Context: an optimization exercise on an open-source flow, tuned for small area. The choices shown serve that exercise and are no tape-out recipe.
No run shown here included a check of the RTL's function; only the layout flow was run.
Power figures rest on the tool's default switching activity, not on a simulated workload.

File: config.mk
export PLATFORM = sky130hd
export DESIGN_NAME = a429_bst
export DESIGN_NICKNAME = a429_bst
export VERILOG_FILES = /design/flow/design.v
export SDC_FILE = /design/flow/constraint.sdc
export NUM_CORES = 4
export LEC_CHECK = 0
export CAP_MARGIN = 20
export CORE_MARGIN = 2
export CORE_UTILIZATION = 40
export PLACE_DENSITY = 0.6
export SLEW_MARGIN = 20
File: constraint.sdc
create_clock -name core_clock -period 10.0 [get_ports {clk}]
set_input_delay 2.0000 -clock core_clock [delete_from_list [all_inputs] [get_ports {clk}]]
set_output_delay 2.0000 -clock core_clock [all_outputs]
set_load 0.01 [all_outputs]
File: design.v
module a429_fifo (
    input             clk,
    input             rst,
    input             push,
    input             pop,
    input             flush,
    input      [31:0] din,
    output     [31:0] dout,
    output reg [2:0]  count
);
    reg [31:0] mem [0:3];
    reg [1:0]  rd_ptr;
    wire [1:0] wr_ptr = rd_ptr + count[1:0];
    assign dout = mem[rd_ptr];
    always @(posedge clk) begin
        if (push)
            mem[wr_ptr] <= din;
    end
    always @(posedge clk) begin
        if (rst)
            rd_ptr <= 2'd0;
        else if (pop)
            rd_ptr <= rd_ptr + 2'd1;
    end
    always @(posedge clk) begin
        if (rst || flush)
            count <= 3'd0;
        else if (push && !pop)
            count <= count + 3'd1;
        else if (pop && !push)
            count <= count - 3'd1;
    end
endmodule
module a429_bst (
    input         clk,
    input         rst,
    input         bus_en,
    input         bus_we,
    input  [1:0]  bus_size,
    input  [5:0]  bus_addr,
    input  [31:0] bus_wdata,
    output [31:0] bus_rdata,
    output        bus_err,
    input         rx_data_i,
    input         rx_clk_i,
    output        tx_data_o,
    output        tx_clk_o,
    output        dir_en_o
);
    localparam [2:0] REG_CTRL      = 3'd0;
    localparam [2:0] REG_TXDATA    = 3'd1;
    localparam [2:0] REG_RXDATA    = 3'd2;
    localparam [2:0] REG_STATUS    = 3'd3;
    localparam [2:0] REG_BAUDDIV   = 3'd4;
    localparam [2:0] REG_RXTIMEOUT = 3'd5;
    localparam [2:0] REG_LINEOUT   = 3'd6;
    localparam [2:0] REG_LINEIN    = 3'd7;
    localparam [1:0] TX_SET_COUNT   = 2'd0;
    localparam [1:0] TX_SHIFT_BIT   = 2'd1;
    localparam [1:0] TX_PULSE_CLOCK = 2'd2;
    localparam [1:0] TX_RESET       = 2'd3;
    localparam [1:0] RX_WAIT_START  = 2'd0;
    localparam [1:0] RX_SAMPLE_BIT  = 2'd1;
    localparam [1:0] RX_WAIT_LOW    = 2'd2;
    localparam [1:0] RX_PUSH        = 2'd3;
    function [31:0] reverse32;
        input [31:0] x;
        integer i;
        begin
            for (i = 0; i < 32; i = i + 1)
                reverse32[31 - i] = x[i];
        end
    endfunction
    wire       legal  = (bus_size == 2'b10) && (bus_addr[1:0] == 2'b00) && !bus_addr[5];
    wire [2:0] sel    = bus_addr[4:2];
    wire       acc_wr = bus_en && legal && bus_we;
    wire       acc_rd = bus_en && legal && !bus_we;
    assign bus_err = bus_en && !legal;
    wire wr_ctrl    = acc_wr && (sel == REG_CTRL);
    wire wr_txdata  = acc_wr && (sel == REG_TXDATA);
    wire wr_status  = acc_wr && (sel == REG_STATUS);
    wire wr_bauddiv = acc_wr && (sel == REG_BAUDDIV);
    wire wr_rxto    = acc_wr && (sel == REG_RXTIMEOUT);
    wire wr_lineout = acc_wr && (sel == REG_LINEOUT);
    wire rd_rxdata  = acc_rd && (sel == REG_RXDATA);
    reg        ctrl_txen, ctrl_rxen, ctrl_loop, ctrl_swdrv, ctrl_diren;
    reg [23:0] div;
    reg [15:0] limit;
    reg        lo_data, lo_clk, lo_dir;
    always @(posedge clk) begin
        if (rst) begin
            ctrl_txen  <= 1'b0;
            ctrl_rxen  <= 1'b0;
            ctrl_loop  <= 1'b0;
            ctrl_swdrv <= 1'b0;
            ctrl_diren <= 1'b0;
            div        <= 24'd0;
            limit      <= 16'd0;
            lo_data    <= 1'b0;
            lo_clk     <= 1'b0;
            lo_dir     <= 1'b0;
        end else begin
            if (wr_ctrl) begin
                ctrl_txen  <= bus_wdata[0];
                ctrl_rxen  <= bus_wdata[1];
                ctrl_loop  <= bus_wdata[2];
                ctrl_swdrv <= bus_wdata[3];
                ctrl_diren <= bus_wdata[4];
            end
            if (wr_bauddiv)
                div <= bus_wdata[23:0];
            if (wr_rxto)
                limit <= bus_wdata[15:0];
            if (wr_lineout) begin
                lo_data <= bus_wdata[0];
                lo_clk  <= bus_wdata[1];
                lo_dir  <= bus_wdata[2];
            end
        end
    end
    reg  [23:0] bcnt;
    wire [24:0] bcnt_inc = {1'b0, bcnt} + 25'd1;
    wire        tick     = (bcnt_inc == {1'b0, div});
    always @(posedge clk) begin
        if (wr_bauddiv || tick)
            bcnt <= 24'd0;
        else
            bcnt <= bcnt_inc[23:0];
    end
    wire [31:0] txq_head, rxq_head;
    wire [2:0]  txq_count, rxq_count;
    wire        txq_full  = txq_count[2];
    wire        rxq_full  = rxq_count[2];
    wire        txq_empty = (txq_count == 3'd0);
    wire        rxq_empty = (rxq_count == 3'd0);
    reg [1:0]  txstate;
    reg [31:0] tsr;
    reg [4:0]  tcnt;
    reg        txd, txc;
    reg [1:0]  rxstate;
    reg [31:0] rsr;
    reg [4:0]  rcnt;
    reg [15:0] ridle;
    wire txq_push = wr_txdata && !txq_full;
    wire txq_pop  = tick && (txstate == TX_SET_COUNT) && ctrl_txen && !txq_empty;
    wire rxq_push = tick && ctrl_rxen && (rxstate == RX_PUSH) && !rxq_full;
    wire rxq_pop  = rd_rxdata && !rxq_empty;
    a429_fifo u_txq (
        .clk   (clk),
        .rst   (rst),
        .push  (txq_push),
        .pop   (txq_pop),
        .flush (wr_ctrl && bus_wdata[5]),
        .din   (bus_wdata),
        .dout  (txq_head),
        .count (txq_count)
    );
    a429_fifo u_rxq (
        .clk   (clk),
        .rst   (rst),
        .push  (rxq_push),
        .pop   (rxq_pop),
        .flush (wr_ctrl && bus_wdata[6]),
        .din   (rsr),
        .dout  (rxq_head),
        .count (rxq_count)
    );
    wire [4:0] tbit = ~tcnt;
    reg txd_next, txc_next;
    always @(*) begin
        txd_next = txd;
        txc_next = txc;
        if (tick) begin
            case (txstate)
                TX_SHIFT_BIT: begin
                    txd_next = tsr[tbit];
                    txc_next = 1'b0;
                end
                TX_PULSE_CLOCK: txc_next = 1'b1;
                TX_RESET: begin
                    txd_next = 1'b0;
                    txc_next = 1'b0;
                end
                default: ;
            endcase
        end
    end
    always @(posedge clk) begin
        if (txq_pop)
            tsr <= txq_head;
    end
    always @(posedge clk) begin
        if (tick) begin
            if (txstate == TX_SET_COUNT)
                tcnt <= 5'd31;
            else if (txstate == TX_PULSE_CLOCK)
                tcnt <= tcnt - 5'd1;
        end
    end
    always @(posedge clk) begin
        if (rst) begin
            txstate <= TX_SET_COUNT;
            txd     <= 1'b0;
            txc     <= 1'b0;
        end else begin
            txd <= txd_next;
            txc <= txc_next;
            if (tick) begin
                case (txstate)
                    TX_SET_COUNT:   if (ctrl_txen && !txq_empty) txstate <= TX_SHIFT_BIT;
                    TX_SHIFT_BIT:   txstate <= TX_PULSE_CLOCK;
                    TX_PULSE_CLOCK: txstate <= (tcnt == 5'd0) ? TX_RESET : TX_SHIFT_BIT;
                    TX_RESET:       txstate <= TX_SET_COUNT;
                endcase
            end
        end
    end
    assign tx_data_o = ctrl_swdrv ? lo_data : txd;
    assign tx_clk_o  = ctrl_swdrv ? lo_clk  : txc;
    assign dir_en_o  = ctrl_swdrv ? lo_dir  : (ctrl_txen && ctrl_diren);
    wire sense_d_now = ctrl_loop ? tx_data_o : rx_data_i;
    wire sense_c_now = ctrl_loop ? tx_clk_o  : rx_clk_i;
    wire pin_d_tick = ctrl_swdrv ? lo_data : txd_next;
    wire pin_c_tick = ctrl_swdrv ? lo_clk  : txc_next;
    wire sd = ctrl_loop ? pin_d_tick : rx_data_i;
    wire sc = ctrl_loop ? pin_c_tick : rx_clk_i;
    wire        partial    = ((rxstate == RX_SAMPLE_BIT) && (rcnt != 5'd31)) ||
                             (rxstate == RX_WAIT_LOW);
    wire [16:0] ridle_inc  = {1'b0, ridle} + 17'd1;
    wire        idle_count = (limit != 16'd0) && partial;
    wire        idle_fire  = idle_count && (ridle_inc >= {1'b0, limit});
    wire rx_step   = tick && ctrl_rxen;
    wire rx_idle   = rx_step && (((rxstate == RX_SAMPLE_BIT) && !sc) ||
                                 ((rxstate == RX_WAIT_LOW) && sc));
    wire rx_start  = rx_step && (rxstate == RX_WAIT_START) && !sc;
    wire rx_sample = rx_step && (rxstate == RX_SAMPLE_BIT) && sc;
    wire rx_low    = rx_step && (rxstate == RX_WAIT_LOW) && !sc;
    wire rx_timeout_ev = rx_idle && idle_fire;
    wire rx_overrun_ev = rx_step && (rxstate == RX_PUSH) && rxq_full;
    always @(posedge clk) begin
        if (rx_sample)
            rsr <= {rsr[30:0], sd};
    end
    always @(posedge clk) begin
        if (rx_start)
            rcnt <= 5'd31;
        else if (rx_low)
            rcnt <= rcnt - 5'd1;
    end
    always @(posedge clk) begin
        if (rx_start || rx_sample || rx_low)
            ridle <= 16'd0;
        else if (rx_idle && idle_count)
            ridle <= ridle_inc[15:0];
    end
    always @(posedge clk) begin
        if (rst)
            rxstate <= RX_WAIT_START;
        else if (tick) begin
            if (!ctrl_rxen)
                rxstate <= RX_WAIT_START;
            else begin
                case (rxstate)
                    RX_WAIT_START: if (!sc) rxstate <= RX_SAMPLE_BIT;
                    RX_SAMPLE_BIT: begin
                        if (sc)
                            rxstate <= (rcnt == 5'd0) ? RX_PUSH : RX_WAIT_LOW;
                        else if (idle_fire)
                            rxstate <= RX_WAIT_START;
                    end
                    RX_WAIT_LOW: begin
                        if (!sc)
                            rxstate <= RX_SAMPLE_BIT;
                        else if (idle_fire)
                            rxstate <= RX_WAIT_START;
                    end
                    RX_PUSH: rxstate <= RX_WAIT_START;
                endcase
            end
        end
    end
    reg flag_txovf, flag_rxovr, flag_rxunf, flag_rxto;
    always @(posedge clk) begin
        if (rst) begin
            flag_txovf <= 1'b0;
            flag_rxovr <= 1'b0;
            flag_rxunf <= 1'b0;
            flag_rxto  <= 1'b0;
        end else begin
            flag_txovf <= (flag_txovf && !(wr_status && bus_wdata[8]))  || (wr_txdata && txq_full);
            flag_rxovr <= (flag_rxovr && !(wr_status && bus_wdata[9]))  || rx_overrun_ev;
            flag_rxunf <= (flag_rxunf && !(wr_status && bus_wdata[10])) || (rd_rxdata && rxq_empty);
            flag_rxto  <= (flag_rxto  && !(wr_status && bus_wdata[11])) || rx_timeout_ev;
        end
    end
    wire [31:0] status_val = {4'd0, 1'b0, rxq_count, 1'b0, txq_count, rxstate, txstate,
                              4'd0, flag_rxto, flag_rxunf, flag_rxovr, flag_txovf,
                              2'd0, partial, rxq_full, !rxq_empty,
                              (txstate != TX_SET_COUNT), txq_full, txq_empty};
    reg [31:0] rdata;
    always @(*) begin
        case (sel)
            REG_CTRL:      rdata = {27'd0, ctrl_diren, ctrl_swdrv, ctrl_loop, ctrl_rxen, ctrl_txen};
            REG_TXDATA:    rdata = 32'd0;
            REG_RXDATA:    rdata = rxq_empty ? 32'd0 : reverse32(rxq_head);
            REG_STATUS:    rdata = status_val;
            REG_BAUDDIV:   rdata = {8'd0, div};
            REG_RXTIMEOUT: rdata = {16'd0, limit};
            REG_LINEOUT:   rdata = {29'd0, lo_dir, lo_clk, lo_data};
            default:       rdata = {25'd0, dir_en_o, tx_clk_o, tx_data_o, 2'd0, sense_c_now, sense_d_now};
        endcase
    end
    assign bus_rdata = rdata;
endmodule
File: run.sh
#!/bin/bash
# synth_recipe.tcl (not shown) runs the flow's synth.tcl, then flattens the netlist and writes it again
# the make line also repeats each setting of config.mk as NAME=value (left out here)
make -C /OpenROAD-flow-scripts/flow DESIGN_CONFIG=/design/flow/config.mk WORK_HOME=/design/flow/orfs CLKGATE_MAP_FILE= SYNTH_SCRIPT=/design/flow/synth_recipe.tcl finish
==> flow_metrics.py, run 1 <==
metrics = {
    "synth": {
        "top_cell_type_by_total_area_after_synthesis": "sky130_fd_sc_hd__edfxtp_1",
        "synthTopCellsByArea": "sky130_fd_sc_hd__edfxtp_1 (51%), sky130_fd_sc_hd__dfxtp_1 (12%), sky130_fd_sc_hd__mux4_2 (8.8%)",
        "number_of_storage_elements_in_the_synthesis_netlist": 440,
        "syn_area_um2": 19100,
        "synth_ff_type": "sky130_fd_sc_hd__edfxtp_1",
        "postSynthCellCount": 1413,
        "mappedNetlistNets": 1492,
        "synth_enable_flop_cells": 325,
        "synth_seq_area_share_pct": 63.1,
        "synth_area_per_cell_um2": 13.5,
        "yosys.cell_types.count": 74,
        "synth_top_area_share_pct": 51.0,
        "share_of_synthesized_registers_carrying_an_async_set_or_reset_pct": 0,
        "yosys_warnings": 2,
    },
    "placed_design": {
        "gp_congestion": 0.887,
        "numPortBuffers": 81,
        "dp_cells": 2056,
        "place_worst_setup_slack_ns": 3.03,
        "dp_hpwl_um": 30600,
    },
    "worst_setup_path": {
        "critical_path.max_fanout": 21,
        "worst_path_required_ns": 8.00,
        "crit_path_launch_type": "input pin",
        "cp.arrival_ns": 5.00,
        "timing.rr.end": "u_rxq.mem[1][21]$_DFFE_PP_",
        "reg2reg_from": "bcnt[0]$_SDFF_PP0_",
        "crit_type": "in2out",
        "setup.reg_to_reg.worst_slack_ns": 4.43,
        "endpoint_type_of_the_worst_setup_path": "output pin",
        "ff2ff_path_depth": 14,
    },
    "power": {
        "clkPwrFrac_pct": 45.0,
        "internal-power_mw": 3.14,
        "power_switching_share_pct": 21.9,
        "static-leakage-power_nw": 7.23,
        "p_per_area_nw_per_um2": 181,
        "power.share.combinational_pct": 5.6,
        "power.sequential.fraction_pct": 49.4,
        "switching_power_mw": 0.881,
        "ir_worst_vdd_mv": 0.157,
    },
    "global_route": {
        "grt_antenna_before_repair": 0,
        "globalRouteTotalUtil_pct": 18.4,
        "first_global_vias": 11472,
        "largest_net_degree_at_the_start_of_global_routing": 64,
        "first_pass_grt_wire_length_um": 69900,
        "overflow": 0,
    },
    "layout": {
        "instances_no_fill": 2145,
        "drive_above_1_share_pct": 13.9,
        "final_common_cell": "sky130_fd_sc_hd__edfxtp_1",
        "multi_input_area_um2": 6650,
        "antenna_cells_inserted": 0,
        "final_net_count": 1572,
        "syn2layout_area_growth_pct": 16.5,
        "sequential_cell_area_um2": 12100,
        "mostFrequentLayoutCells": "sky130_fd_sc_hd__edfxtp_1 (325), sky130_fd_sc_hd__nand2_1 (148), sky130_fd_sc_hd__dfxtp_1 (113)",
        "fin_util_pct": 47.0,
        "fillerInstances": 4211,
    },
    "floorplanning": {
        "core-area_um2": 47400,
        "floorplan.die.width_um": 223,
        "initial_utilization_pct": 40.3,
        "ioPinCount": 82,
        "die_area_um2": 49600,
        "dieHeight_um": 223,
        "placement_rows": 80,
    },
    "clocking": {
        "cts_tree": "done",
        "cts_root_buffer": "sky130_fd_sc_hd__clkbuf_16",
        "cts_hold_buf": 0,
        "cts.repair_timing.setup_buffer_count": 0,
        "cts_max_level": 2,
        "numCtsBuffers": 47,
        "clk_path_buf_depth": 3,
        "postCtsResizedCells": 0,
        "worstSkewPairLatency_ns": 0.57,
        "clock_sinks": 440,
        "worst_setup_hold_path_clk_slew_ns": 0.06,
    },
    "timing": {
        "timing.slew.headroom_pct": 24.1,
        "setup_viol_count_final": 0,
        "tightest_slew_ns": 1.13,
        "timing.setup.tns_ns": 0,
        "clock-skew-final_ns": 0.0276,
        "fin_crit_ns": 7.00,
        "final_max_slew_viol_count": 0,
        "finalHoldViolCount": 0,
        "final.period_utilization_pct": 70.0,
        "grt_setup_unrepaired": "false",
        "worst_setup_slack_final_ns": 3.00,
        "fmaxAchievable_mhz": 143,
    },
    "drt": {
        "wire_per_inst_um": 21.3,
        "dr_wl_met2_um": 21600,
        "top_sig_layer": "met4",
        "drt_iter0_markers": 905,
        "met1Wirelength_um": 20400,
        "drc": 0,
        "antenna_left": 0,
        "avgViaCountPerCell": 5.50,
        "routed-via-count": 11806,
        "met3RoutedLength_um": 2600,
        "finalWirelength_um": 45600,
        "drt_pre_antenna_iters": 5,
    },
    "hold_path": {
        "min_path_cells": 2,
        "hold_path.class": "reg2reg",
        "worst_hold_endpoint": "flag_rxovr$_SDFF_PP0_",
        "min-delay-start": "flag_rxovr$_SDFF_PP0_",
    },
    "run": {
        "maxCapViolCount": 0,
    },
    "outcome": {
        "status": "finished clean",
    },
}
## cells in the mapped netlist (4+ instances only)
cell	instances
sky130_fd_sc_hd__a21oi_1	77
sky130_fd_sc_hd__nor3_1	31
sky130_fd_sc_hd__xnor2_1	54
sky130_fd_sc_hd__mux2i_1	29
sky130_fd_sc_hd__o22ai_1	9
sky130_fd_sc_hd__a22oi_1	9
sky130_fd_sc_hd__and3_1	12
sky130_fd_sc_hd__o31ai_1	5
sky130_fd_sc_hd__inv_1	47
sky130_fd_sc_hd__nand4_1	18
sky130_fd_sc_hd__nand2b_1	10
sky130_fd_sc_hd__dfxtp_1	115
sky130_fd_sc_hd__buf_2	10
sky130_fd_sc_hd__a211oi_1	4
sky130_fd_sc_hd__buf_1	9
sky130_fd_sc_hd__a31o_2	4
sky130_fd_sc_hd__or4_1	7
sky130_fd_sc_hd__or2_2	11
sky130_fd_sc_hd__nor4_1	19
sky130_fd_sc_hd__and2_1	14
sky130_fd_sc_hd__nand3_1	27
sky130_fd_sc_hd__mux2_2	6
sky130_fd_sc_hd__a221o_1	4
sky130_fd_sc_hd__o21ai_0	20
sky130_fd_sc_hd__edfxtp_1	325
sky130_fd_sc_hd__or3_1	8
sky130_fd_sc_hd__nand2_1	148
sky130_fd_sc_hd__xor2_1	26
sky130_fd_sc_hd__nor2_1	118
sky130_fd_sc_hd__ha_1	31
sky130_fd_sc_hd__clkbuf_1	49
sky130_fd_sc_hd__mux4_2	75
sky130_fd_sc_hd__nor2b_1	11
sky130_fd_sc_hd__a31oi_1	7
sky130_fd_sc_hd__o211ai_1	5
## worst max path at each step
stage / startpoint / end / slack (ns) / cells after the start
after floorplan: bcnt[0]$_SDFF_PP0_ / u_rxq.mem[0][0]$_DFFE_PP_ / 4.18 / 11
after global placement: bus_addr[3] / bus_rdata[5] / 3.06 / 6
after detailed placement: bus_addr[3] / bus_rdata[5] / 3.03 / 6
after CTS: bus_addr[3] / bus_rdata[5] / 3.03 / 6
after global routing: bus_addr[3] / bus_rdata[5] / 2.90 / 6
final: bus_addr[3] / bus_rdata[5] / 3.00 / 6
## power groups by stage
| stage | clock, mW | combinational (mW) | sequential [mW] |
|---|---|---|---|
| after floorplan | 0 | 0.163 | 2.01 |
| after global placement | 0 | 0.218 | 2.02 |
| after detailed placement | 0 | 0.222 | 2.02 |
| after CTS | 1.85 | 0.224 | 1.99 |
| after global routing | 1.92 | 0.249 | 1.99 |
| final | 1.81 | 0.226 | 1.99 |
## cells by family after synthesis
kind of cell    Yosys count  share of synthesized area [%]
compound gates          177                           6.05
xor+xnor                 85                           4.27
fa+ha+maj                33                           2.24
buf+inv                 119                           2.49
flops                   440                           63.1
mux                     110                           10.7
simple gates            449                           11.2
## layer usage
layer	vias to the layer above	track usage (%)
met5	-	0
met3	71	3.44
met4	0	5.20
li1	5463	-
met1	5940	25.6
met2	332	29.8
## layout make-up
type / count / area share [%]
flip-flops and latches: 440 / 54.1
multi-input cells: 854 / 29.8
clock buffers: 57 / 5.54
repair buffers: 103 / 4.57
well taps: 615 / 3.45
clock inverters: 29 / 1.67
inverters: 47 / 0.792
## registers in the layout (all words and copies together) (netlist names), 3 cells and up, named ones only
signal,count
bcnt,24
ridle,16
u_rxq.count,3
div,24
u_rxq.mem,128
u_txq.mem,128
rcnt,5
tsr,32
limit,16
tcnt,5
u_txq.count,3
rsr,32
## critical path, cell delays in order
cell and delay [ns]:
sky130_fd_sc_hd__clkdlybuf4s50_1 0.79, sky130_fd_sc_hd__nand2b_1 0.59, sky130_fd_sc_hd__nor2_1 0.49, sky130_fd_sc_hd__a22oi_1 0.17, sky130_fd_sc_hd__a22oi_1 0.34, sky130_fd_sc_hd__clkdlybuf4s50_1 0.61
## through the flow
stage	total power [mW]	hold slack (ns)	cell area, um2
after floorplan	2.17	0.432	19100
after global placement	2.24	0.445	20600
after detailed placement	2.25	0.462	20600
after CTS	4.06	0.469	22200
after global routing	4.16	0.494	22300
final	4.02	0.473	22300
==> run 2, diff against run 1 <==
--- a/config.mk
+++ b/config.mk
@@ -7,6 +7,9 @@
 export LEC_CHECK = 0
 export CAP_MARGIN = 20
 export CORE_MARGIN = 2
-export CORE_UTILIZATION = 40
-export PLACE_DENSITY = 0.6
+export CORE_UTILIZATION = 60
+export CTS_BUF_LIST = sky130_fd_sc_hd__clkbuf_16
+export CTS_CLUSTER_DIAMETER = 100
+export CTS_CLUSTER_SIZE = 30
+export PLACE_DENSITY = 0.75
 export SLEW_MARGIN = 20
==> run 2 against run 1 <==
- core utilization rose by 20 points
- critical path depth unchanged
- non-clock buffer count is 4 lower
- combinational power about the same
- wire length down 7.1%
- critical endpoint unchanged
- fmax down 4.8%
- worst hold slack better by 0.012 ns
- flip-flop and latch count unchanged
- worst setup slack got worse by 0.36 ns
- power fell by 23%
- count of clock-buffer cells in the layout fell by 38
- critical path type unchanged
- sequential share of layout area is 3.4 points higher
==> flow_metrics.py, run 2 <==
metrics = {
    "global_route": {
        "overflow": 0,
        "first_global_vias": 11243,
        "first_pass_grt_wire_length_um": 64600,
        "globalRouteTotalUtil_pct": 25.5,
        "largest_net_degree_at_the_start_of_global_routing": 64,
        "grt_antenna_before_repair": 0,
    },
    "timing": {
        "timing.slew.headroom_pct": 28.5,
        "tightest_slew_ns": 1.07,
        "setup_viol_count_final": 0,
        "timing.setup.tns_ns": 0,
        "fmaxAchievable_mhz": 136,
        "worst_setup_slack_final_ns": 2.64,
        "final_max_slew_viol_count": 0,
        "finalHoldViolCount": 0,
        "fin_crit_ns": 7.36,
        "clock-skew-final_ns": 0.0175,
        "grt_setup_unrepaired": "false",
        "final.period_utilization_pct": 73.6,
    },
    "worst_setup_path": {
        "crit_type": "in2out",
        "crit_path_launch_type": "input pin",
        "endpoint_type_of_the_worst_setup_path": "output pin",
        "cp.arrival_ns": 5.36,
        "worst_path_required_ns": 8.00,
        "critical_path.max_fanout": 26,
    },
    "synth": {
        "synth_compound_gate_area_share_pct": 6.05,
        "yosys.cell_count.top_type": "sky130_fd_sc_hd__edfxtp_1",
        "top_cell_type_by_total_area_after_synthesis": "sky130_fd_sc_hd__edfxtp_1",
        "synth_enable_flop_cells": 325,
        "synthAdderAreaFrac_pct": 2.24,
        "synth_seq_area_share_pct": 63.1,
        "post_synthesis_simple_gate_area_fraction_pct": 11.2,
        "mappedNetlistNets": 1492,
        "synth_ff_type": "sky130_fd_sc_hd__edfxtp_1",
        "number_of_storage_elements_in_the_synthesis_netlist": 440,
        "yosys_warnings": 2,
        "syn_area_um2": 19100,
        "synthTopCellsByArea": "sky130_fd_sc_hd__edfxtp_1 (51%), sky130_fd_sc_hd__dfxtp_1 (12%), sky130_fd_sc_hd__mux4_2 (8.8%)",
        "postSynthCellCount": 1413,
        "synth_commonest_cells": "sky130_fd_sc_hd__edfxtp_1 (325), sky130_fd_sc_hd__nand2_1 (148), sky130_fd_sc_hd__nor2_1 (118), sky130_fd_sc_hd__dfxtp_1 (115), sky130_fd_sc_hd__a21oi_1 (77)",
        "muxShareOfSynthArea_pct": 10.7,
        "yosys.cell_types.count": 74,
        "synth_top_family_by_area": "simple AND/OR/NAND/NOR gates",
        "synth-xor-area-share_pct": 4.27,
        "synth_top_area_share_pct": 51.0,
        "synth_area_per_cell_um2": 13.5,
        "share_of_synthesized_registers_carrying_an_async_set_or_reset_pct": 0,
    },
    "power": {
        "clkPwrFrac_pct": 28.6,
        "power_switching_share_pct": 22.2,
        "power.share.combinational_pct": 7.4,
        "internal-power_mw": 2.41,
        "static-leakage-power_nw": 6.74,
        "p_per_area_nw_per_um2": 148,
        "switching_power_mw": 0.688,
        "power.sequential.fraction_pct": 64.0,
        "ir_worst_vdd_mv": 0.138,
    },
    "clocking": {
        "postCtsResizedCells": 0,
        "cts_tree": "done",
        "numCtsBuffers": 18,
        "worst_setup_hold_path_clk_slew_ns": 0.11,
        "cts_max_level": 1,
        "clk_path_buf_depth": 3,
        "cts.repair_timing.setup_buffer_count": 0,
        "worstSkewPairLatency_ns": 0.54,
        "cts_root_buffer": "sky130_fd_sc_hd__clkbuf_16",
        "clock_sinks": 440,
        "cts_hold_buf": 0,
    },
    "drt": {
        "met3RoutedLength_um": 2350,
        "dr_wl_met2_um": 20700,
        "antenna_left": 0,
        "drc": 0,
        "avgViaCountPerCell": 6.26,
        "top_sig_layer": "met4",
        "drt_iter0_markers": 1140,
        "routed-via-count": 11731,
        "wire_per_inst_um": 22.6,
        "drt_pre_antenna_iters": 5,
        "finalWirelength_um": 42400,
        "met1Wirelength_um": 17800,
    },
    "run": {
        "maxCapViolCount": 0,
    },
    "layout": {
        "sequential_cell_area_um2": 12100,
        "largestRegisters": "u_rxq.mem (128), u_txq.mem (128)",
        "drive_above_1_share_pct": 10.8,
        "fillerInstances": 2222,
        "syn2layout_area_growth_pct": 9.55,
        "fin_util_pct": 66.6,
        "multi_input_area_um2": 6650,
        "final_net_count": 1539,
        "antenna_cells_inserted": 0,
        "mostFrequentLayoutCells": "sky130_fd_sc_hd__edfxtp_1 (325), sky130_fd_sc_hd__nand2_1 (148), sky130_fd_sc_hd__dfxtp_1 (113)",
        "final_common_cell": "sky130_fd_sc_hd__edfxtp_1",
    },
    "placed_design": {
        "dp_hpwl_um": 29300,
        "place_worst_setup_slack_ns": 2.70,
        "numPortBuffers": 81,
        "gp_congestion": 0.913,
    },
    "floorplanning": {
        "dieHeight_um": 183,
        "ioPinCount": 82,
        "core-area_um2": 31500,
        "placement_rows": 65,
        "floorplan.die.width_um": 183,
        "initial_utilization_pct": 60.7,
        "die_area_um2": 33300,
    },
    "hold_path": {
        "hold_path.class": "reg2reg",
    },
    "outcome": {
        "status": "finished clean",
    },
}
==> run 2: cell counts after synthesis <==
Identical to the previous run, type by type.
==> run 2: cell type report <==
cell class,count,area share (%)
Timing Repair Buffer,99,4.80
Multi-Input combinational cell,854,31.8
Inverter,47,0.842
Clock buffer,19,2.27
Sequential cell,440,57.6
Tap cell,402,2.40
Clock inverter,13,0.329
==> run 2: per-stage QoR <==
stage	power, mW	hold WS, ns	instances	cell area, um2
after floorplan	2.17	0.432	1413	19100
after global placement	2.24	0.457	1838	20300
after detailed placement	2.25	0.465	1838	20300
after CTS	3.12	0.481	1870	20800
after global routing	3.20	0.516	1874	20900
final	3.10	0.485	1874	20900
==> run 2: path summary, 6_finish.rpt <==
check                           slack [ns]  depth (start not counted)             startpoint                    endpoint
worst max-delay path                  2.64                          6            bus_addr[4]                bus_rdata[5]
worst min-delay path                  0.49                          2  limit[2]$_SDFFE_PP0P_       limit[2]$_SDFFE_PP0P_
worst max register to register        4.19                         12     bcnt[0]$_SDFF_PP0_  u_rxq.mem[2][19]$_DFFE_PP_
worst min register to register        0.49                          2  limit[2]$_SDFFE_PP0P_       limit[2]$_SDFFE_PP0P_
==> run 2: worst max-delay path, cell delays in order <==
cell,delay (ns)
sky130_fd_sc_hd__clkdlybuf4s50_1,1.17
sky130_fd_sc_hd__nand2b_1,0.50
sky130_fd_sc_hd__nor2_1,0.55
sky130_fd_sc_hd__a22oi_1,0.20
sky130_fd_sc_hd__a22oi_1,0.32
sky130_fd_sc_hd__clkdlybuf4s50_1,0.61
==> run 2: power groups by stage <==
stage,clock (mW),sequential (mW),combinational [mW]
2_1_floorplan,0,2.01,0.163
3_3_place_gp,0,2.02,0.218
3_5_place_dp,0,2.03,0.222
4_1_cts,0.908,1.98,0.224
5_1_grt,0.967,1.99,0.247
6_report,0.886,1.99,0.229
==> run 2: kinds of logic after synthesis <==
group / after synthesis
compound gates: 177
xor+xnor: 85
fa+ha+maj: 33
buf+inv: 119
flops: 440
mux: 110
simple gates: 449
==> run 2: per-layer routing <==
| metal | global-route usage, % | vias up |
|---|---|---|
| li1 | - | 5367 |
| met1 | 35.0 | 5884 |
| met2 | 43.0 | 410 |
| met3 | 2.73 | 70 |
| met4 | 9.03 | 0 |
| met5 | 0 | - |
==> run 3, diff against run 2 <==
--- a/config.mk
+++ b/config.mk
@@ -8,8 +8,8 @@
 export CAP_MARGIN = 20
 export CORE_MARGIN = 2
 export CORE_UTILIZATION = 60
-export CTS_BUF_LIST = sky130_fd_sc_hd__clkbuf_16
-export CTS_CLUSTER_DIAMETER = 100
-export CTS_CLUSTER_SIZE = 30
+export CTS_BUF_LIST = sky130_fd_sc_hd__clkbuf_8 sky130_fd_sc_hd__clkbuf_16
+export CTS_CLUSTER_DIAMETER = 80
+export CTS_CLUSTER_SIZE = 25
 export PLACE_DENSITY = 0.75
 export SLEW_MARGIN = 20
==> run 3 against run 2 <==
- worst setup slack better by 0.047 ns
- synthesized area unchanged
- first-iteration DRC count up 2.2%
- global-route usage up 0.15 points
- wire length up 0.56%
- still clean
- cell count up 0.48%
- clock skew up 0.0074 ns
- core utilization up 0.50 points
- power up 4.3%
- die area unchanged
==> flow_metrics.py, run 3 <==
metrics = {
    "outcome": {
        "status": "finished clean",
    },
    "floorplanning": {
        "placement_rows": 65,
        "dieHeight_um": 183,
        "ioPinCount": 82,
        "initial_utilization_pct": 60.7,
        "core-area_um2": 31500,
        "floorplan.die.width_um": 183,
        "die_area_um2": 33300,
    },
    "hold_path": {
        "hold_path.class": "reg2reg",
    },
    "synth": {
        "synthAdderAreaFrac_pct": 2.24,
        "synth-xor-area-share_pct": 4.27,
        "syn_area_um2": 19100,
        "mappedNetlistNets": 1492,
        "number_of_storage_elements_in_the_synthesis_netlist": 440,
        "top_cell_type_by_total_area_after_synthesis": "sky130_fd_sc_hd__edfxtp_1",
        "synthTopCellsByArea": "sky130_fd_sc_hd__edfxtp_1 (51%), sky130_fd_sc_hd__dfxtp_1 (12%), sky130_fd_sc_hd__mux4_2 (8.8%)",
        "synth_seq_area_share_pct": 63.1,
        "post_synthesis_simple_gate_area_fraction_pct": 11.2,
        "share_of_synthesized_registers_carrying_an_async_set_or_reset_pct": 0,
        "synth_ff_type": "sky130_fd_sc_hd__edfxtp_1",
        "synth_commonest_cells": "sky130_fd_sc_hd__edfxtp_1 (325), sky130_fd_sc_hd__nand2_1 (148), sky130_fd_sc_hd__nor2_1 (118), sky130_fd_sc_hd__dfxtp_1 (115), sky130_fd_sc_hd__a21oi_1 (77)",
        "synth_compound_gate_area_share_pct": 6.05,
        "synth_top_family_by_area": "simple AND/OR/NAND/NOR gates",
        "yosys.cell_count.top_type": "sky130_fd_sc_hd__edfxtp_1",
        "synth_enable_flop_cells": 325,
        "yosys_warnings": 2,
        "muxShareOfSynthArea_pct": 10.7,
        "postSynthCellCount": 1413,
        "yosys.cell_types.count": 74,
        "synth_area_per_cell_um2": 13.5,
        "synth_top_area_share_pct": 51.0,
    },
    "timing": {
        "timing.setup.tns_ns": 0,
        "setup_viol_count_final": 0,
        "final_max_slew_viol_count": 0,
        "clock-skew-final_ns": 0.0249,
        "timing.slew.headroom_pct": 28.6,
        "fin_crit_ns": 7.31,
        "final.period_utilization_pct": 73.1,
        "finalHoldViolCount": 0,
        "grt_setup_unrepaired": "false",
        "tightest_slew_ns": 1.07,
        "fmaxAchievable_mhz": 137,
    },
    "clocking": {
        "cts_tree": "done",
        "postCtsResizedCells": 0,
        "clock_sinks": 440,
        "cts_root_buffer": "sky130_fd_sc_hd__clkbuf_16",
        "clk_path_buf_depth": 3,
        "worstSkewPairLatency_ns": 0.55,
        "cts_max_level": 1,
        "cts_hold_buf": 0,
        "numCtsBuffers": 23,
        "worst_setup_hold_path_clk_slew_ns": 0.10,
        "cts.repair_timing.setup_buffer_count": 0,
    },
    "global_route": {
        "first_pass_grt_wire_length_um": 65000,
        "largest_net_degree_at_the_start_of_global_routing": 64,
        "first_global_vias": 11300,
        "grt_antenna_before_repair": 0,
        "overflow": 0,
        "globalRouteTotalUtil_pct": 25.7,
    },
    "drt": {
        "wire_per_inst_um": 22.6,
        "antenna_left": 0,
        "routed-via-count": 11745,
        "avgViaCountPerCell": 6.24,
        "drt_iter0_markers": 1165,
        "finalWirelength_um": 42600,
        "dr_wl_met2_um": 20700,
        "top_sig_layer": "met4",
        "met1Wirelength_um": 17600,
        "drt_pre_antenna_iters": 5,
        "drc": 0,
        "met3RoutedLength_um": 2500,
    },
    "power": {
        "static-leakage-power_nw": 6.82,
        "ir_worst_vdd_mv": 0.161,
        "p_per_area_nw_per_um2": 153,
    },
    "worst_setup_path": {
        "crit_path_launch_type": "input pin",
        "critical_path.max_fanout": 26,
        "endpoint_type_of_the_worst_setup_path": "output pin",
        "crit_type": "in2out",
        "cp.arrival_ns": 5.31,
        "worst_path_required_ns": 8.00,
    },
    "layout": {
        "syn2layout_area_growth_pct": 10.4,
        "final_common_cell": "sky130_fd_sc_hd__edfxtp_1",
        "antenna_cells_inserted": 0,
        "largestRegisters": "u_rxq.mem (128), u_txq.mem (128)",
        "fin_util_pct": 67.1,
        "mostFrequentLayoutCells": "sky130_fd_sc_hd__edfxtp_1 (325), sky130_fd_sc_hd__nand2_1 (148), sky130_fd_sc_hd__dfxtp_1 (113)",
        "final_net_count": 1544,
        "drive_above_1_share_pct": 11.2,
    },
    "run": {
        "maxCapViolCount": 0,
    },
    "placed_design": {
        "dp_hpwl_um": 29300,
        "numPortBuffers": 81,
        "gp_congestion": 0.913,
    },
}
run 3: cell type report:
cell class	instances	area (um2)
Clock buffer	25	603
Sequential cell	440	12100
Inverter	47	176
Tap cell	402	503
Fill cell	2187	10400
Clock inverter	16	106
Multi-Input combinational cell	854	6650
Timing Repair Buffer	99	998
run 3: final timing paths:
kind / start / end / slack (ns) / cells after the start
worst max register to register: bcnt[0]$_SDFF_PP0_ / u_rxq.mem[2][0]$_DFFE_PP_ / 4.15 / 12
worst max-delay path: bus_addr[4] / bus_rdata[5] / 2.69 / 6
worst min register to register: limit[2]$_SDFFE_PP0P_ / limit[2]$_SDFFE_PP0P_ / 0.48 / 2
worst min-delay path: limit[2]$_SDFFE_PP0P_ / limit[2]$_SDFFE_PP0P_ / 0.48 / 2
run 3: per-layer routing:
layer | up-vias | global-route usage [%]
met5 | - | 0
met4 | 0 | 10.1
met3 | 91 | 3.11
met2 | 407 | 42.7
met1 | 5864 | 34.9
li1 | 5383 | -
run 3: logic make-up after synthesis:
| family | after synthesis |
|---|---|
| xor+xnor | 85 |
| compound gates | 177 |
| buf+inv | 119 |
| simple gates | 449 |
| flops | 440 |
| fa+ha+maj | 33 |
| mux | 110 |
run 3: report_power, final:
part / leakage, nW / internal (mW) / switching (mW)
clock network: 0.390 / 0.451 / 0.570
registers: 3.84 / 1.96 / 0.0272
logic: 2.59 / 0.0906 / 0.138
run 3: worst max-delay path, stage by stage:
cell and delay [ns]:
sky130_fd_sc_hd__clkdlybuf4s50_1 1.15, sky130_fd_sc_hd__nand2b_1 0.49, sky130_fd_sc_hd__nor2_1 0.55, sky130_fd_sc_hd__a22oi_1 0.20, sky130_fd_sc_hd__a22oi_1 0.30, sky130_fd_sc_hd__clkdlybuf4s50_1 0.60
run 3: per-stage QoR:
step           cells  power, mW  cell area (um2)  worst slack [ns]  hold slack [ns]
3_5_place_dp    1838       2.25            20300              2.70            0.465
6_report        1883       3.23            21100              2.69            0.482
4_1_cts         1879       3.25            21000              2.71            0.478
3_3_place_gp    1838       2.24            20300              2.77            0.457
2_1_floorplan   1413       2.17            19100              4.18            0.432
5_1_grt         1883       3.34            21100              2.54            0.513
==> run 4, diff against run 3 <==
--- a/design.v
+++ b/design.v
@@ -5,22 +5,25 @@
     input             pop,
     input             flush,
     input      [31:0] din,
-    output     [31:0] dout,
+    output reg [31:0] dout,
     output reg [2:0]  count
 );
-    reg [31:0] mem [0:3];
-    reg [1:0]  rd_ptr;
-    wire [1:0] wr_ptr = rd_ptr + count[1:0];
-    assign dout = mem[rd_ptr];
+    reg [31:0] e0, e1, e2, e3;
     always @(posedge clk) begin
-        if (push)
-            mem[wr_ptr] <= din;
+        if (push) begin
+            e0 <= din;
+            e1 <= e0;
+            e2 <= e1;
+            e3 <= e2;
+        end
     end
-    always @(posedge clk) begin
-        if (rst)
-            rd_ptr <= 2'd0;
-        else if (pop)
-            rd_ptr <= rd_ptr + 2'd1;
+    always @(*) begin
+        case (count[1:0])
+            2'd1:    dout = e0;
+            2'd2:    dout = e1;
+            2'd3:    dout = e2;
+            default: dout = e3;
+        endcase
     end
     always @(posedge clk) begin
         if (rst || flush)
==> flow/run.sh (new file) <==
#!/bin/bash
# Own layout flow: the standard ORFS flow (standard.sh, unchanged synthesis,
# floorplan, power grid and tap cells), with three layout choices changed:
#  - the port buffers are the smallest buffer, sky130_fd_sc_hd__buf_1;
#  - clock tree synthesis inserts no dummy loads and uses larger sink clusters
#    (every register is still clocked through the buffered tree);
# The full output of the ORFS make run goes to flow_make.log in this folder;
# each ORFS step also keeps its own log under orfs/logs/.
set -euo pipefail
cd "$(dirname "$0")/.."
export BUFFER_PORTS_ARGS="-buffer_cell sky130_fd_sc_hd__buf_1"
export CTS_ARGS="-sink_clustering_enable -repair_clock_nets -dont_use_dummy_load -buf_list sky130_fd_sc_hd__clkbuf_16 -sink_clustering_size 30 -sink_clustering_max_diameter 100"
bash standard.sh > flow_make.log 2>&1
==> standard.sh (new file) <==
#!/bin/bash
# synth_recipe.tcl (not shown) runs the flow's synth.tcl, then flattens the netlist and writes it again
# the make line also repeats each setting of config.mk as NAME=value (left out here)
make -C /OpenROAD-flow-scripts/flow DESIGN_CONFIG=/design/flow/config.mk WORK_HOME=/design/flow/orfs CLKGATE_MAP_FILE= SYNTH_SCRIPT=/design/flow/synth_recipe.tcl "${@:-finish}"
==> config.mk (replaced) <==
export PLATFORM = sky130hd
export DESIGN_NAME = a429_bst
export DESIGN_NICKNAME = a429_bst
export VERILOG_FILES = /design/flow/design.v
export SDC_FILE = /design/flow/constraint.sdc
export NUM_CORES = 4
export LEC_CHECK = 0
export CAP_MARGIN = 20
export CORE_MARGIN = 2
export CORE_UTILIZATION = 75
export PLACE_DENSITY = 0.85
export SLEW_MARGIN = 20
removed: run.sh
==> run 4 against run 3 <==
- power shrank 8.0%
- wire length grew 9.3%
- clock skew grew 0.033 ns
- flip-flop and latch count shrank 6
- die area shrank 20%
- non-clock buffer count shrank 4
- fmax grew 14%
- first-iteration DRC count grew 61%
- design area shrank 5.0%
- core utilization grew 13 points
- largest cell class unchanged
- highest routed layer unchanged
==> flow_metrics.py, run 4 <==
metrics = {
    "clocking": {
        "worst_setup_hold_path_clk_slew_ns": 0.10,
        "numCtsBuffers": 18,
        "postCtsResizedCells": 0,
        "clock_sinks": 434,
        "cts_max_level": 1,
        "cts_root_buffer": "sky130_fd_sc_hd__clkbuf_16",
        "clk_path_buf_depth": 3,
        "cts.repair_timing.setup_buffer_count": 0,
        "worstSkewPairLatency_ns": 0.53,
        "cts_hold_buf": 0,
        "cts_tree": "done",
    },
    "worst_setup_path": {
        "crit_type": "in2out",
        "crit_path_launch_type": "input pin",
        "endpoint_type_of_the_worst_setup_path": "output pin",
        "cp.arrival_ns": 4.43,
        "worst_path_required_ns": 8.00,
        "critical_path.max_fanout": 20,
    },
    "synth": {
        "mappedNetlistNets": 1504,
        "syn_area_um2": 19100,
        "share_of_synthesized_registers_carrying_an_async_set_or_reset_pct": 0,
        "postSynthCellCount": 1427,
        "synth_top_area_share_pct": 51.2,
        "synth_enable_flop_cells": 325,
        "synth_ff_type": "sky130_fd_sc_hd__edfxtp_1",
        "synth_commonest_cells": "sky130_fd_sc_hd__edfxtp_1 (325), sky130_fd_sc_hd__nand2_1 (152), sky130_fd_sc_hd__dfxtp_1 (109), sky130_fd_sc_hd__nor2_1 (90), sky130_fd_sc_hd__a21oi_1 (77)",
        "synthTopCellsByArea": "sky130_fd_sc_hd__edfxtp_1 (51%), sky130_fd_sc_hd__dfxtp_1 (11%), sky130_fd_sc_hd__mux4_2 (7.7%)",
        "number_of_storage_elements_in_the_synthesis_netlist": 434,
        "yosys_warnings": 2,
        "yosys.cell_count.top_type": "sky130_fd_sc_hd__edfxtp_1",
        "top_cell_type_by_total_area_after_synthesis": "sky130_fd_sc_hd__edfxtp_1",
        "synth_seq_area_share_pct": 62.6,
        "yosys.cell_types.count": 87,
        "synth_area_per_cell_um2": 13.4,
    },
    "drt": {
        "wire_per_inst_um": 26.0,
        "routed-via-count": 12540,
        "antenna_left": 0,
        "finalWirelength_um": 46600,
        "drc": 0,
        "avgViaCountPerCell": 7.00,
        "drt_pre_antenna_iters": 8,
        "drt_iter0_markers": 1870,
    },
    "placed_design": {
        "dp_cells": 1774,
        "gp_congestion": 0.986,
        "placement.cell_area_um2": 19600,
        "place_worst_setup_slack_ns": 3.44,
        "numPortBuffers": 81,
        "dp_hpwl_um": 32000,
    },
    "global_route": {
        "overflow": 0,
        "largest_net_degree_at_the_start_of_global_routing": 93,
        "first_pass_grt_wire_length_um": 70500,
        "grt_antenna_before_repair": 0,
        "first_global_vias": 11950,
        "globalRouteTotalUtil_pct": 35.3,
    },
    "timing": {
        "timing.slew.headroom_pct": 16.7,
        "clock-skew-final_ns": 0.0583,
        "setup_viol_count_final": 0,
        "worst_case_hold_slack_ns": 0.412,
        "fin_crit_ns": 6.43,
        "final_max_slew_viol_count": 0,
        "timing.setup.tns_ns": 0,
        "worst_setup_slack_final_ns": 3.57,
        "fmaxAchievable_mhz": 155,
        "finalHoldViolCount": 0,
        "tightest_slew_ns": 1.25,
        "final.period_utilization_pct": 64.3,
        "grt_setup_unrepaired": "false",
    },
    "floorplanning": {
        "core-area_um2": 25000,
        "floorplan.die.width_um": 163,
        "die_area_um2": 26700,
        "placement_rows": 58,
        "initial_utilization_pct": 76.1,
        "dieHeight_um": 163,
        "ioPinCount": 82,
    },
    "hold_path": {
        "hold_path.class": "reg2reg",
    },
    "layout": {
        "syn2layout_area_growth_pct": 5.23,
        "sequential_cell_area_um2": 11900,
        "multi_input_area_um2": 6650,
        "final_cell_area_um2": 20100,
        "final_net_count": 1541,
        "instances_no_fill": 1792,
        "fillerInstances": 1348,
        "mostFrequentLayoutCells": "sky130_fd_sc_hd__edfxtp_1 (325), sky130_fd_sc_hd__nand2_1 (152), sky130_fd_sc_hd__dfxtp_1 (105)",
        "antenna_cells_inserted": 0,
        "final_common_cell": "sky130_fd_sc_hd__edfxtp_1",
        "drive_above_1_share_pct": 9.92,
    },
    "run": {
        "maxCapViolCount": 0,
    },
    "outcome": {
        "status": "finished clean",
    },
    "power": {
        "ir_worst_vdd_mv": 0.169,
        "p_per_area_nw_per_um2": 148,
        "static-leakage-power_nw": 6.41,
    },
}
-- run 4: cell count changes after synthesis, moves of 12 or more --
cell                       before  now
sky130_fd_sc_hd__nor2_1       118   90
sky130_fd_sc_hd__nor3_1        31   19
sky130_fd_sc_hd__o21ai_0       20   41
sky130_fd_sc_hd__or3_1          8   23
sky130_fd_sc_hd__xnor2_1       54   42
sky130_fd_sc_hd__xor2_1        26   12
sky130_fd_sc_hd__a21boi_1       0   14
-- run 4: per-stage QoR --
step / power [mW] / util (%)
final: 2.98 / 80.1
after detailed placement: 2.19 / 78.3
after global placement: 2.18 / 78.2
after global routing: 3.05 / 80.1
after CTS: 2.97 / 80.1
after floorplan: 2.13 / -
-- run 4: cell families after synthesis --
| family | Yosys count | synth area share [%] |
|---|---|---|
| compound gates | 239 | 8.32 |
| xor+xnor | 58 | 2.97 |
| fa+ha+maj | 31 | 2.11 |
| buf+inv | 127 | 2.74 |
| flops | 434 | 62.6 |
| mux | 103 | 9.79 |
| simple gates | 435 | 11.4 |
-- run 4: power by group --
part	switching [mW]	internal, mW	total, mW
Sequential	0.0260	1.93	1.95
Clock	0.497	0.327	0.824
Combinational	0.127	0.0740	0.201
Total	0.650	2.33	2.98
-- run 4: cell type report --
type                            instances  area share [%]
Sequential cell                       434            59.6
Multi-Input combinational cell        866            33.2
Timing Repair Buffer                   95            2.06
Inverter                               49           0.917
Tap cell                              330            2.06
Clock buffer                           18            2.25
-- run 4: critical path, cell delays in order --
cell and delay (ns):
sky130_fd_sc_hd__buf_1 0.71, sky130_fd_sc_hd__nand2b_1 0.38, sky130_fd_sc_hd__nor2_2 0.72, sky130_fd_sc_hd__a222oi_1 0.28, sky130_fd_sc_hd__inv_1 0.16, sky130_fd_sc_hd__buf_1 0.16
-- run 4: layer usage --
layer	GRT usage, %	part of all wire [%]	up-vias
met2	57.9	49	800
li1	-	-	5437
met3	5.49	9.5	138
met5	0	0	-
met1	48.7	38	6165
met4	13.0	4.1	0
-- run 4: final timing paths --
check        depth (start not counted)                from  slack [ns]                     endpoint
max                                  6         bus_addr[4]        3.57                bus_rdata[21]
min                                  0   rsr[16]$_DFFE_PP_        0.41            rsr[17]$_DFFE_PP_
max reg2reg                         18  bcnt[0]$_SDFF_PP0_        4.20  u_rxq.count[2]$_SDFFE_PP0P_
min reg2reg                          0   rsr[16]$_DFFE_PP_        0.41            rsr[17]$_DFFE_PP_
==> run 5, diff against run 4 <==
--- a/config.mk
+++ b/config.mk
@@ -7,6 +7,6 @@
 export LEC_CHECK = 0
 export CAP_MARGIN = 20
 export CORE_MARGIN = 2
-export CORE_UTILIZATION = 75
-export PLACE_DENSITY = 0.85
+export CORE_UTILIZATION = 60
+export PLACE_DENSITY = 0.75
 export SLEW_MARGIN = 20
==> run 5 against run 4 <==
- sequential power hardly changed
- synthesized cell count stayed put
- still clean on timing, DRC and antenna
- via count shrank 4.6%
- register-to-register slack better by 0.15 ns
- flip-flop and latch count is the same
- combinational power about the same
- critical path type unchanged
- cell count increased by 4.2%
- largest power group unchanged
==> flow_metrics.py, run 5 <==
metrics = {
    "timing": {
        "clock-skew-final_ns": 0.0434,
        "final_max_slew_viol_count": 0,
        "finalHoldViolCount": 0,
        "timing.setup.tns_ns": 0,
        "tightest_slew_ns": 1.09,
        "worst_setup_slack_final_ns": 3.45,
        "fin_crit_ns": 6.55,
        "timing.slew.headroom_pct": 26.9,
        "grt_setup_unrepaired": "false",
        "setup_viol_count_final": 0,
        "fmaxAchievable_mhz": 153,
        "final.period_utilization_pct": 65.5,
    },
    "global_route": {
        "gr-usage-met1_pct": 39.0,
        "globalRouteTotalUtil_pct": 25.9,
        "global_route.usage.met2_pct": 39.5,
        "overflow": 0,
        "globalRouteMet3Util_pct": 4.19,
        "grt_antenna_before_repair": 0,
        "first_pass_grt_wire_length_um": 65800,
        "first_global_vias": 11314,
        "largest_net_degree_at_the_start_of_global_routing": 93,
        "grt_busiest_layer": "met2",
    },
    "clocking": {
        "worst_setup_hold_path_clk_slew_ns": 0.10,
        "cts_hold_buf": 0,
        "cts_root_buffer": "sky130_fd_sc_hd__clkbuf_16",
        "postCtsResizedCells": 0,
        "cts.repair_timing.setup_buffer_count": 0,
        "numCtsBuffers": 18,
        "clock_sinks": 434,
        "clk_path_buf_depth": 3,
        "worstSkewPairLatency_ns": 0.55,
        "cts_max_level": 1,
        "cts_tree": "done",
    },
    "worst_setup_path": {
        "endpoint_type_of_the_worst_setup_path": "output pin",
        "crit_type": "in2out",
        "cp.arrival_ns": 4.55,
        "ff2ff_path_depth": 18,
        "reg2reg_from": "bcnt[0]$_SDFF_PP0_",
        "crit_path_launch_type": "input pin",
        "worst_path_required_ns": 8.00,
        "timing.rr.end": "u_rxq.count[2]$_SDFFE_PP0P_",
        "setup.reg_to_reg.worst_slack_ns": 4.35,
        "critical_path.max_fanout": 24,
    },
    "drt": {
        "antenna_left": 0,
        "drt_pre_antenna_iters": 6,
        "avgViaCountPerCell": 6.41,
        "wire_per_inst_um": 22.9,
        "routed-via-count": 11965,
        "drc": 0,
        "finalWirelength_um": 42800,
        "drt_iter0_markers": 1336,
    },
    "layout": {
        "antenna_cells_inserted": 0,
        "drive_above_1_share_pct": 10.2,
        "fillerInstances": 2339,
        "final_common_cell": "sky130_fd_sc_hd__edfxtp_1",
        "final_net_count": 1545,
        "syn2layout_area_growth_pct": 5.82,
        "mostFrequentLayoutCells": "sky130_fd_sc_hd__edfxtp_1 (325), sky130_fd_sc_hd__nand2_1 (152), sky130_fd_sc_hd__dfxtp_1 (105)",
        "instances_no_fill": 1868,
    },
    "synth": {
        "mappedNetlistNets": 1504,
        "synth_ff_type": "sky130_fd_sc_hd__edfxtp_1",
        "top_cell_type_by_total_area_after_synthesis": "sky130_fd_sc_hd__edfxtp_1",
        "synthTopCellsByArea": "sky130_fd_sc_hd__edfxtp_1 (51%), sky130_fd_sc_hd__dfxtp_1 (11%), sky130_fd_sc_hd__mux4_2 (7.7%)",
        "share_of_synthesized_registers_carrying_an_async_set_or_reset_pct": 0,
        "synth_top_area_share_pct": 51.2,
        "synth_area_per_cell_um2": 13.4,
        "yosys.cell_types.count": 87,
        "syn_area_um2": 19100,
        "yosys.cell_count.top_type": "sky130_fd_sc_hd__edfxtp_1",
        "synth_seq_area_share_pct": 62.6,
        "yosys_warnings": 2,
        "synth_enable_flop_cells": 325,
        "synth_commonest_cells": "sky130_fd_sc_hd__edfxtp_1 (325), sky130_fd_sc_hd__nand2_1 (152), sky130_fd_sc_hd__dfxtp_1 (109), sky130_fd_sc_hd__nor2_1 (90), sky130_fd_sc_hd__a21oi_1 (77)",
        "postSynthCellCount": 1427,
        "number_of_storage_elements_in_the_synthesis_netlist": 434,
    },
    "floorplanning": {
        "die_area_um2": 33200,
        "dieHeight_um": 182,
        "ioPinCount": 82,
        "placement_rows": 65,
        "floorplan.die.width_um": 182,
        "initial_utilization_pct": 60.7,
        "core-area_um2": 31400,
    },
    "placed_design": {
        "dp_cells": 1850,
        "place_worst_setup_slack_ns": 3.49,
        "numPortBuffers": 81,
        "gp_congestion": 0.957,
        "dp_hpwl_um": 30100,
    },
    "power": {
        "ir_worst_vdd_mv": 0.141,
        "static-leakage-power_nw": 6.43,
        "p_per_area_nw_per_um2": 148,
    },
    "hold_path": {
        "min_path_cells": 0,
        "worst_hold_endpoint": "u_rxq.e2[3]$_DFFE_PP_",
        "hold_path.class": "reg2reg",
        "min-delay-start": "u_rxq.e1[3]$_DFFE_PP_",
    },
    "run": {
        "maxCapViolCount": 0,
    },
    "outcome": {
        "status": "finished clean",
    },
}
==> run 5: cell count changes in the layout (fill, tap and decap cells not counted), sizes merged <==
cell  change
buf       +4
==> run 5: power breakdown <==
part / leakage, nW / internal [mW] / total, mW / switching (mW)
sequential: 3.80 / 1.93 / 1.95 / 0.0263
combinational: 2.41 / 0.0743 / 0.203 / 0.129
clock: 0.222 / 0.327 / 0.830 / 0.503
total: 6.43 / 2.33 / 2.98 / 0.659
==> run 5: metrics by stage <==
stage	total power [mW]	utilization, %	hold WS [ns]	cell area, um2
2_1_floorplan	2.13	-	0.400	19100
3_3_place_gp	2.19	62.7	0.410	19700
3_5_place_dp	2.19	62.8	0.427	19700
4_1_cts	3.00	64.2	0.452	20200
5_1_grt	3.08	64.2	0.464	20200
6_report	2.98	64.2	0.450	20200
==> run 5: worst max-delay path by stage <==
stage	startpoint	to	slack (ns)	depth (start not counted)
after floorplan	bcnt[0]$_SDFF_PP0_	u_rxq.count[2]$_SDFFE_PP0P_	0.61	17
after global placement	bus_addr[3]	bus_rdata[5]	3.60	8
after detailed placement	bus_addr[3]	bus_rdata[5]	3.49	8
after CTS	bus_addr[3]	bus_rdata[5]	3.49	8
after global routing	bus_addr[3]	bus_rdata[5]	3.16	8
final	bus_addr[3]	bus_rdata[5]	3.45	8
==> run 5: layer usage <==
| layer | vias up | part of all wire (%) | routed length (um) |
|---|---|---|---|
| li1 | 5461 | - | - |
| met1 | 5962 | 44 | 18700 |
| met2 | 470 | 45 | 19300 |
| met3 | 72 | 7.9 | 3390 |
| met4 | 0 | 3.0 | 1270 |
| met5 | - | 0 | 0 |
==> run 5: worst max-delay path, cell delays in order <==
cell	delay, ns
sky130_fd_sc_hd__buf_1	0.65
sky130_fd_sc_hd__nand2_1	0.27
sky130_fd_sc_hd__nor2_2	0.56
sky130_fd_sc_hd__buf_4	0.36
sky130_fd_sc_hd__a22o_1	0.18
sky130_fd_sc_hd__o21ai_0	0.09
sky130_fd_sc_hd__a2bb2oi_1	0.25
sky130_fd_sc_hd__buf_1	0.20
==> run 5: cells by family (layout without fill, tap and decap cells) <==
group | count (synthesis) | count (layout) | share of synthesized area [%]
buffers and inverters | 127 | 166 | 2.74
xor gates and xnor gates | 58 | 58 | 2.97
AOI/OAI and AO/OA | 239 | 239 | 8.32
muxes | 103 | 103 | 9.79
and+or+nand+nor | 435 | 435 | 11.4
adders and majority gates | 31 | 31 | 2.11
DFF | 434 | 434 | 62.6
==> run 5: layout make-up <==
class                   instances  area [um2]  area share [%]
flip-flops and latches        434       11900            59.2
clock buffers                  18         450            2.23
repair buffers                 99         444            2.20
well taps                     402         503            2.49
inverters                      49         184           0.912
multi-input cells             866        6640            32.9
==> run 6, diff against run 5 <==
--- a/design.v
+++ b/design.v
@@ -74,6 +74,42 @@
                 reverse32[31 - i] = x[i];
         end
     endfunction
+    function ge16;
+        input [15:0] a;
+        input [15:0] b;
+        integer i;
+        reg c;
+        begin
+            c = 1'b1;
+            for (i = 0; i < 16; i = i + 1)
+                c = (a[i] & ~b[i]) | ((a[i] | ~b[i]) & c);
+            ge16 = c;
+        end
+    endfunction
+    function [15:0] inc16;
+        input [15:0] a;
+        integer i;
+        reg c;
+        begin
+            c = 1'b1;
+            for (i = 0; i < 16; i = i + 1) begin
+                inc16[i] = a[i] ^ c;
+                c = c & a[i];
+            end
+        end
+    endfunction
+    function [23:0] dec24;
+        input [23:0] a;
+        integer i;
+        reg b;
+        begin
+            b = 1'b1;
+            for (i = 0; i < 24; i = i + 1) begin
+                dec24[i] = a[i] ^ b;
+                b = b & ~a[i];
+            end
+        end
+    endfunction
     wire       legal  = (bus_size == 2'b10) && (bus_addr[1:0] == 2'b00) && !bus_addr[5];
     wire [2:0] sel    = bus_addr[4:2];
     wire       acc_wr = bus_en && legal && bus_we;
@@ -122,13 +158,14 @@
         end
     end
     reg  [23:0] bcnt;
-    wire [24:0] bcnt_inc = {1'b0, bcnt} + 25'd1;
-    wire        tick     = (bcnt_inc == {1'b0, div});
+    wire        tick = (div != 24'd0) && (bcnt == 24'd1);
     always @(posedge clk) begin
-        if (wr_bauddiv || tick)
-            bcnt <= 24'd0;
+        if (wr_bauddiv)
+            bcnt <= bus_wdata[23:0];
+        else if (tick)
+            bcnt <= div;
         else
-            bcnt <= bcnt_inc[23:0];
+            bcnt <= dec24(bcnt);
     end
     wire [31:0] txq_head, rxq_head;
     wire [2:0]  txq_count, rxq_count;
@@ -229,9 +266,9 @@
     wire sc = ctrl_loop ? pin_c_tick : rx_clk_i;
     wire        partial    = ((rxstate == RX_SAMPLE_BIT) && (rcnt != 5'd31)) ||
                              (rxstate == RX_WAIT_LOW);
-    wire [16:0] ridle_inc  = {1'b0, ridle} + 17'd1;
+    wire [15:0] ridle_inc  = inc16(ridle);
     wire        idle_count = (limit != 16'd0) && partial;
-    wire        idle_fire  = idle_count && (ridle_inc >= {1'b0, limit});
+    wire        idle_fire  = idle_count && ge16(ridle_inc[15:0], limit);
     wire rx_step   = tick && ctrl_rxen;
     wire rx_idle   = rx_step && (((rxstate == RX_SAMPLE_BIT) && !sc) ||
                                  ((rxstate == RX_WAIT_LOW) && sc));
==> flow/run.sh (replaced) <==
#!/bin/bash
# Own layout flow: the standard ORFS flow (standard.sh: same config, floorplan,
# power grid, tap cells, placement and routing), with these layout choices changed:
#  - synthesis is the standard synthesis script (synth_recipe.tcl) unchanged,
#    except that ABC maps the logic with an area-oriented script (flow/area.abc);
#    the registers, their names and cell types are the standard synthesis's;
#  - the port buffers are the smallest buffer, sky130_fd_sc_hd__buf_1;
#  - clock tree synthesis inserts no dummy loads and uses larger sink clusters
#    of clkbuf_16 leaves (every register is still clocked through the tree).
# The full output of the ORFS make run goes to flow_make.log in this folder;
# each ORFS step also keeps its own log under orfs/logs/.
set -euo pipefail
cd "$(dirname "$0")/.."
sed "s#SYNTH_SCRIPT=[^ ]*synth_recipe.tcl#SYNTH_SCRIPT=$PWD/flow/synth_area.tcl#" standard.sh > flow_standard.sh
grep -q "SYNTH_SCRIPT=$PWD/flow/synth_area.tcl" flow_standard.sh
export BUFFER_PORTS_ARGS="-buffer_cell sky130_fd_sc_hd__buf_1"
export CTS_ARGS="-sink_clustering_enable -repair_clock_nets -dont_use_dummy_load -buf_list sky130_fd_sc_hd__clkbuf_16 -sink_clustering_size 30 -sink_clustering_max_diameter 100"
bash flow_standard.sh > flow_make.log 2>&1
==> flow/area.abc (new file) <==
&get -n
&st
&dch
&nf -a
&put
==> flow/synth_area.tcl (new file) <==
# The standard synthesis (synth_recipe.tcl, sourced unchanged below) with one
# change: every abc call maps with area.abc instead of ORFS's speed script.
set ::area_abc_script [file normalize [file join [file dirname [info script]] area.abc]]
set ::synth_recipe_script [file normalize [file join [file dirname [info script]] .. synth_recipe.tcl]]
proc abc {args} {
  set i [lsearch -exact $args -script]
  if {$i >= 0} { lset args [expr {$i + 1}] $::area_abc_script }
  yosys abc {*}$args
}
source $::synth_recipe_script
==> run 6 against run 5 <==
- count of clock-buffer cells in the layout stayed put
- worst setup slack better by 0.51 ns
- design area shrank 8.2%
- flip-flop and latch count unchanged
- sequential power about the same
- synthesized area is 11% lower
- synthesized cell count decreased by 10%
- register-to-register slack gained 0.60 ns
- worst hold slack worse by 0.038 ns
- largest power group unchanged
==> flow_metrics.py, run 6 <==
metrics = {
    "clocking": {
        "cts.repair_timing.setup_buffer_count": 0,
        "clk_path_buf_depth": 3,
        "clock_sinks": 434,
        "worst_setup_hold_path_clk_slew_ns": 0.11,
        "postCtsResizedCells": 0,
        "cts_hold_buf": 0,
        "cts_tree": "done",
        "cts_root_buffer": "sky130_fd_sc_hd__clkbuf_16",
        "worstSkewPairLatency_ns": 0.55,
        "cts_max_level": 1,
    },
    "layout": {
        "final_common_cell": "sky130_fd_sc_hd__edfxtp_1",
        "fillerInstances": 2061,
        "antenna_cells_inserted": 0,
        "mostFrequentLayoutCells": "sky130_fd_sc_hd__edfxtp_1 (325), sky130_fd_sc_hd__nand2_1 (217), sky130_fd_sc_hd__dfxtp_1 (109)",
        "drive_above_1_share_pct": 4.35,
        "final_net_count": 1500,
        "syn2layout_area_growth_pct": 8.60,
    },
    "run": {
        "maxCapViolCount": 0,
    },
    "timing": {
        "tightest_slew_ns": 1.06,
        "fin_crit_ns": 6.05,
        "final.period_utilization_pct": 60.5,
        "fmaxAchievable_mhz": 165,
        "clock-skew-final_ns": 0.0499,
        "timing.slew.headroom_pct": 29.5,
        "finalHoldViolCount": 0,
        "grt_setup_unrepaired": "false",
        "setup_viol_count_final": 0,
        "timing.setup.tns_ns": 0,
        "final_max_slew_viol_count": 0,
    },
    "synth": {
        "synth_top_area_share_pct": 57.2,
        "synth_seq_area_share_pct": 70.0,
        "number_of_storage_elements_in_the_synthesis_netlist": 434,
        "yosys_warnings": 2,
        "yosys.cell_count.top_type": "sky130_fd_sc_hd__edfxtp_1",
        "synth_area_per_cell_um2": 13.3,
        "synth_ff_type": "sky130_fd_sc_hd__edfxtp_1",
        "top_cell_type_by_total_area_after_synthesis": "sky130_fd_sc_hd__edfxtp_1",
        "synthTopCellsByArea": "sky130_fd_sc_hd__edfxtp_1 (57%), sky130_fd_sc_hd__dfxtp_1 (13%), sky130_fd_sc_hd__nand2_1 (4.8%)",
        "synth_enable_flop_cells": 325,
        "syn_area_um2": 17100,
        "postSynthCellCount": 1282,
        "yosys.cell_types.count": 49,
    },
    "power": {
        "static-leakage-power_nw": 6.27,
    },
    "placed_design": {
        "gp_congestion": 0.859,
        "numPortBuffers": 81,
    },
    "outcome": {
        "status": "finished clean",
    },
    "floorplanning": {
        "dieHeight_um": 173,
        "die_area_um2": 29800,
        "floorplan.die.width_um": 173,
        "initial_utilization_pct": 61.2,
        "placement_rows": 61,
        "ioPinCount": 82,
        "core-area_um2": 27900,
    },
    "worst_setup_path": {
        "cp.arrival_ns": 4.05,
        "critical_path.max_fanout": 21,
        "worst_path_required_ns": 8.00,
        "endpoint_type_of_the_worst_setup_path": "output pin",
    },
    "drt": {
        "drc": 0,
        "drt_iter0_markers": 1533,
        "routed-via-count": 11233,
        "finalWirelength_um": 38100,
        "avgViaCountPerCell": 6.31,
        "drt_pre_antenna_iters": 9,
        "wire_per_inst_um": 21.4,
    },
    "global_route": {
        "overflow": 0,
        "largest_net_degree_at_the_start_of_global_routing": 85,
        "first_pass_grt_wire_length_um": 59300,
        "first_global_vias": 10607,
        "grt_antenna_before_repair": 0,
        "globalRouteTotalUtil_pct": 25.0,
    },
    "hold_path": {
        "hold_path.class": "reg2reg",
    },
}
==> run 6: stage by stage <==
step	setup slack (ns)	area [um2]	power (mW)	cells	hold WS, ns
floorplan	1.64	17100	2.05	1282	0.400
finish	3.95	18500	2.88	1780	0.412
global route	3.81	18500	2.97	1780	0.417
global placement	4.11	18100	2.08	1762	0.400
detailed placement	3.99	18100	2.09	1762	0.411
CTS	3.98	18500	2.89	1780	0.419
==> run 6: cell families after synthesis <==
family	synth area share (%)
AOI/OAI and AO/OA	11.7
xor gates and xnor gates	0.565
adders and majority gates	3.76
buffers and inverters	1.17
DFF	70.0
muxes	1.36
and+or+nand+nor	11.4
==> run 6: worst paths after layout <==
kind                           endpoint  slack [ns]  depth (start not counted)             start
hold reg to reg   u_rxq.e0[5]$_DFFE_PP_        0.41                          0  rsr[5]$_DFFE_PP_
hold / removal    u_rxq.e0[5]$_DFFE_PP_        0.41                          0  rsr[5]$_DFFE_PP_
setup / recovery           bus_rdata[0]        3.95                          8       bus_addr[4]
setup reg to reg       bcnt[23]$_DFF_P_        4.95                         26   bcnt[0]$_DFF_P_
==> run 6: power by group <==
part | switching, mW | internal [mW] | total, mW
combinational | 0.0591 | 0.0365 | 0.0955
sequential | 0.0176 | 1.93 | 1.95
clock | 0.504 | 0.327 | 0.830
==> run 6: area by class of cell <==
cell class	instances	area (um2)	share of cell area, %
Clock buffer	18	450	2.43
Tap cell	378	473	2.55
Timing Repair Buffer	102	463	2.50
Inverter	53	199	1.07
Sequential cell	434	11900	64.5
Multi-Input combinational cell	795	5000	27.0
==> run 6: routing by layer <==
| metal | part of all wire, % | up-vias | track usage (%) |
|---|---|---|---|
| met5 | 0 | - | 0 |
| met2 | 48 | 423 | 40.2 |
| li1 | - | 5214 | - |
| met1 | 43 | 5526 | 36.4 |
| met3 | 6.8 | 70 | 3.23 |
| met4 | 2.6 | 0 | 6.94 |
==> run 6: worst max-delay path, stage by stage <==
cell and delay, ns:
sky130_fd_sc_hd__buf_1 0.32, sky130_fd_sc_hd__clkinv_1 0.26, sky130_fd_sc_hd__nand3_1 0.51, sky130_fd_sc_hd__buf_4 0.41
sky130_fd_sc_hd__a211oi_1 0.09, sky130_fd_sc_hd__a21oi_1 0.15, sky130_fd_sc_hd__o211ai_1 0.11, sky130_fd_sc_hd__buf_1 0.19
